This design comes from an exercise in tuning for small area, a short achievable clock period and few clock cycles per item on the open sky130 flow, not from production work.
RTL that was checked went through simulation tests only; none was proved equivalent to the original.
Power figures rest on the tool's default switching activity, not on a simulated workload.

==> 04-03 <==
// bls_eval
module bls_eval (
    input  wire         clk,
    input  wire         rst,       
    input  wire         start,     
    input  wire [1:0]   cmd,       
    input  wire [511:0] prog,      
    input  wire [6:0]   plen,      
    input  wire [31:0]  asgin,     
    input  wire [5:0]   nvin,      
    output wire         ready,
    output reg          done,
    output reg          out,
    output reg  [255:0] ttout,
    output reg  [7:0]   efault,
    output reg  [7:0]   einfo
);
    localparam integer K   = 4;           
    localparam integer LGK = 2;
    localparam integer W   = 16;          
    localparam integer LGW = 4;
    localparam integer DS  = 8;           
    localparam integer NE  = W * DS;      
    localparam integer NG  = 64 / K;      
    localparam integer LGG = 6 - LGK;
    localparam integer M   = 2 * K + 1;   
    localparam integer NC  = 256 / W;     
    localparam integer LGC = 8 - LGW;
    localparam [7:0] F_NONE       = 8'h00;
    localparam [7:0] F_BAD_CMD    = 8'h10;
    localparam [7:0] F_TOO_LONG   = 8'h11;
    localparam [7:0] F_BAD_TOKEN  = 8'h12;
    localparam [7:0] F_UNDERFLOW  = 8'h13;
    localparam [7:0] F_FINAL      = 8'h15;
    localparam [7:0] F_NO_VARS    = 8'h16;
    localparam [7:0] F_TT_LARGE   = 8'h17;
    integer i, t, d;
    reg            run;             
    reg            tt;              
  ...
==> flow/config.mk <==
export PLATFORM = sky130hd
export DESIGN_NAME = bls_eval
export DESIGN_NICKNAME = bls_eval
export VERILOG_FILES = /design/flow/design.v
export SDC_FILE = /design/flow/constraint.sdc
export NUM_CORES = 4
export LEC_CHECK = 0
export CAP_MARGIN = 20
export CORE_MARGIN = 2
export CORE_UTILIZATION = 40
export SLEW_MARGIN = 20
==> flow/constraint.sdc <==
create_clock -name core_clock -period 10.0 [get_ports {clk}]
set_input_delay 2.0000 -clock core_clock [delete_from_list [all_inputs] [get_ports {clk}]]
set_output_delay 2.0000 -clock core_clock [all_outputs]
set_load 0.01 [all_outputs]
run.sh (not shown) runs the stock make flow with config.mk's settings and CLKGATE_MAP_FILE= SYNTH_SCRIPT=/design/flow/synth_recipe.tcl, a recipe that flattens the netlist after the stock synthesis.
==> inputs of 08-26, as changes to 04-03 <==
--- a/flow/design.v
+++ b/flow/design.v
@@ -45,25 +45,31 @@
     reg            gv;              
     reg            glast;           
     reg [LGG-1:0]  gidx;            
     reg [K-1:0]    k_var, k_not, k_bin, k_bad;
     reg [2*K-1:0]  k_op;
     reg [K-1:0]    k_ev;            
-    reg [K-1:0]    k_vv;            
-    reg [3*K-1:0]  k_bp;            
+    reg [8*K-1:0]  k_bp;            
+    reg [4*K-1:0]  k_pf;            
+    reg [2*K:0]    k_dsel;          
     assign ready = ~run;
     wire is_tt = (cmd == 2'd2);
     wire [8*K-1:0] fgrp = prog[8*K*tp +: 8*K];
     wire [6:0]     lm1  = plen - 7'd1;
     wire [LGG-1:0] lastg = (plen == 7'd0) ? {LGG{1'b0}} : lm1[5:LGK];
-    reg [K-1:0]    f_var, f_not, f_bin, f_bad, f_ev, f_vv;
+    reg [K-1:0]    f_var, f_not, f_bin, f_bad, f_ev;
     reg [2*K-1:0]  f_op;
-    reg [3*K-1:0]  f_bp;
+    reg [8*K-1:0]  f_bp;
+    reg [4*K-1:0]  f_pf;
+    reg [2*K:0]    f_dsel;
     reg [7:0]      ftok;
     reg [6:0]      fpos;
+    reg [2:0]      fbp;
+    reg [3:0]      fp;
     always @* begin
+        fp = 4'd0;
         for (t = 0; t < K; t = t + 1) begin
             ftok = fgrp[8*t +: 8];
             fpos = {tp, t[LGK-1:0]};
             if (LGK == 0) fpos = {1'b0, tp};
             if (fpos < plen) begin
                 f_var[t] = (ftok[7:5] == 3'b000);
@@ -71,65 +77,68 @@
                 f_bin[t] = (ftok == 8'h20) || (ftok == 8'h40) || (ftok == 8'h60);
                 f_bad[t] = !(ftok[7:5] == 3'b000) && !(ftok == 8'h80) &&
                            !((ftok == 8'h20) || (ftok == 8'h40) || (ftok == 8'h60));
             end else begin
                 f_var[t] = 1'b0; f_not[t] = 1'b0; f_bin[t] = 1'b0; f_bad[t] = 1'b0;
             end
+            fp = fp + {3'd0, f_var[t]} - {3'd0, f_bin[t]};
+            f_pf[4*t +: 4] = fp;
             f_op[2*t +: 2] = ftok[6:5];
             f_ev[t]        = asgin[ftok[4:0]];
-            f_vv[t]        = ({1'b0, ftok[4:0]} < nvin);
-            f_bp[3*t +: 3] = nvin[2:0] - 3'd1 - ftok[2:0];
+            fbp            = nvin[2:0] - 3'd1 - ftok[2:0];
+            for (i = 0; i < 8; i = i + 1)
+                f_bp[8*t + i] = ({1'b0, ftok[4:0]} < nvin) && (fbp == i);
         end
+        for (d = -K; d <= K; d = d + 1)
+            f_dsel[d + K] = (fp == d[3:0]);
     end
     reg [6:0]  s [0:K];             
     reg [K-1:0] flt;
-    reg        anyflt;
+    reg        anyflt, fltbad;
     reg [6:0]  fltpos;
     reg        ovf;
     wire [7:0] cap = DS << mode;
     always @* begin
         s[0] = sp;
-        for (t = 0; t < K; t = t + 1) begin
+        for (t = 1; t <= K; t = t + 1)
+            s[t] = sp + {{3{k_pf[4*(t-1)+3]}}, k_pf[4*(t-1) +: 4]};
+        for (t = 0; t < K; t = t + 1)
             flt[t] = k_bad[t] || (k_not[t] && s[t] == 7'd0) ||
-                     (k_bin[t] && s[t] < 7'd2);
-            s[t+1] = s[t] + {6'd0, k_var[t]} - {6'd0, k_bin[t]};
-        end
+                     (k_bin[t] && (s[t] == 7'd0 || s[t] == 7'd1));
         anyflt = 1'b0;
+        fltbad = 1'b0;
         fltpos = 7'd0;
         for (t = K - 1; t >= 0; t = t - 1)
             if (flt[t]) begin
                 anyflt = 1'b1;
+                fltbad = k_bad[t];
                 fltpos = {gidx, t[LGK-1:0]};
                 if (LGK == 0) fltpos = {1'b0, gidx};
             end
         ovf = 1'b0;
         for (t = 1; t <= K; t = t + 1)
             if ({1'b0, s[t]} > cap) ovf = 1'b1;
     end
-    wire [7:0] dlt = {1'b0, s[K]} - {1'b0, sp};
-    reg [2*K:0] dsel;
-    always @* begin
-        for (d = -K; d <= K; d = d + 1)
-            dsel[d + K] = (dlt == d[7:0]);
-    end
+    wire [2*K:0] dsel = k_dsel;
     reg [LGW-1:0] mmask;            
     always @* begin
         for (i = 0; i < LGW; i = i + 1) mmask[i] = (i < mode);
     end
-    reg [K-1:0]   v_com;
+    reg [7:0]     rsel;
+    always @* begin
+        for (i = 0; i < 8; i = i + 1)
+            if (i >= LGW) rsel[i] = c[i - LGW];
+            else          rsel[i] = mmask[i] & q[i];
+    end
+    reg [K-1:0]     v_com;
     reg [K*LGW-1:0] v_lb;
-    reg [2:0]     bp;
-    reg           rb;
     always @* begin
         for (t = 0; t < K; t = t + 1) begin
-            bp = k_bp[3*t +: 3];
-            if (bp >= LGW) rb = c[bp - LGW];
-            else           rb = (bp < mode) ? q[bp] : 1'b0;
-            v_com[t] = tt ? (k_vv[t] & rb) : k_ev[t];
+            v_com[t] = tt ? |(k_bp[8*t +: 8] & rsel) : k_ev[t];
             for (i = 0; i < LGW; i = i + 1)
-                v_lb[t*LGW + i] = tt & k_vv[t] & (bp == i) & ~mmask[i];
+                v_lb[t*LGW + i] = tt & k_bp[8*t + i] & ~mmask[i];
         end
     end
     wire [W*(K+1)-1:0] F;           
     genvar l;
     generate
         for (l = 0; l < W; l = l + 1) begin : lane
@@ -228,13 +237,14 @@
             tp     <= {LGG{1'b0}};
             gv     <= 1'b0;
             sp     <= 7'd0;
         end else begin
             done <= 1'b0;
             k_var <= f_var; k_not <= f_not; k_bin <= f_bin; k_bad <= f_bad;
-            k_op  <= f_op;  k_ev  <= f_ev;  k_vv  <= f_vv;  k_bp  <= f_bp;
+            k_op  <= f_op;  k_ev  <= f_ev;  k_bp  <= f_bp;
+            k_pf  <= f_pf;  k_dsel <= f_dsel;
             gidx  <= tp;
             glast <= (tp == lastg);
             tp    <= (tp == lastg) ? {LGG{1'b0}} : tp + 1'b1;
             if (!run) begin
                 tp <= {LGG{1'b0}};
                 gv <= 1'b0;
@@ -266,13 +276,13 @@
                         tp  <= (lastg == {LGG{1'b0}}) ? {LGG{1'b0}} : {{(LGG-1){1'b0}}, 1'b1};
                     end
                 end
             end else if (exec) begin
                 sp <= s[K];
                 if (anyflt) begin
-                    efault <= (k_bad & ((~flt + 1'b1) & flt)) != 0 ? F_BAD_TOKEN : F_UNDERFLOW;
+                    efault <= fltbad ? F_BAD_TOKEN : F_UNDERFLOW;
                     einfo  <= {1'b0, fltpos};
                     done   <= 1'b1;
                     run    <= 1'b0;
                     tp     <= {LGG{1'b0}};
                 end else if (restart) begin
                     mode <= mode + 3'd1;
==> qor summary <==
|  | 04-03 | 08-26 |
|---|---|---|
| Outcome | complete, no violations | complete, no violations |
| Placed Area | 0.0574 mm^2 | 0.0559 mm^2 |
| Net switching share of the total power | 0.495 | 0.387 |
| Detail Route met3 WL | 27.6 mm | 22.5 mm |
| Global Route met2 Usage | 0.634 | 0.618 |
| Total number of tap cells | 1612 | 1524 |
| Vias after detailed routing | 54.7k | 51.8k |
| Max rail drop VDD | 0.306 mV | 0.159 mV |
| Total area of multi-input combinational cells | 0.0348 mm^2 | 0.0325 mm^2 |
| Actual transition at the worst max-transition pin | 1.20 ns | 1.15 ns |
| Die height | 352 um | 347 um |
| Total length of routed wires | 270 mm | 251 mm |
| Most frequently used cell type in the post-synthesis netlist | nand2_1 | clkbuf_1 |
| Final-layout fill cell count | 11.6k | 11.1k |
| DR WL/cell | 33.0 um | 32.9 um |
| PwrDens | 173 mW/mm^2 | 134 mW/mm^2 |
| Number of distinct library cell variants in the gate-level netlist after synthesis | 119 | 103 |
| Final clock-cell share | 0.0325 | 0.0358 |
Testbench counts of 08-26, summed over its fixed seeds: cycles 7,219, commands 384.
For 04-03, only the layout was checked, not whether the RTL still works.

[afterwards: timing with drivers on the ports]
The results above use ideal ports. As a check the final layouts listed here were re-extracted and re-timed, cells and wires unchanged.
Step 1, drivers: a clkbuf_16 drives clk and a buf_2 each remaining input, both assumed.
Step 2, shift: input delay + t, output delay - t, t = (earliest + latest rising clock arrival at the registers) / 2. This alone moves slack from input paths to output paths.
Three values: ideal, step 1, step 2; two values: the first two.
run | t (ns) | setup slack, ns | worst register clock-pin slew, ns | worst slew at a driven data input, ns
04-03 | 0.761 | 0.597 / 0.597 / 0.597 | 0.07 / 0.07 | 0.42
08-26 | 0.749 | 1.552 / 1.552 / 1.552 | 0.07 / 0.07 | 0.41
After both steps setup and hold are still met in every run listed.
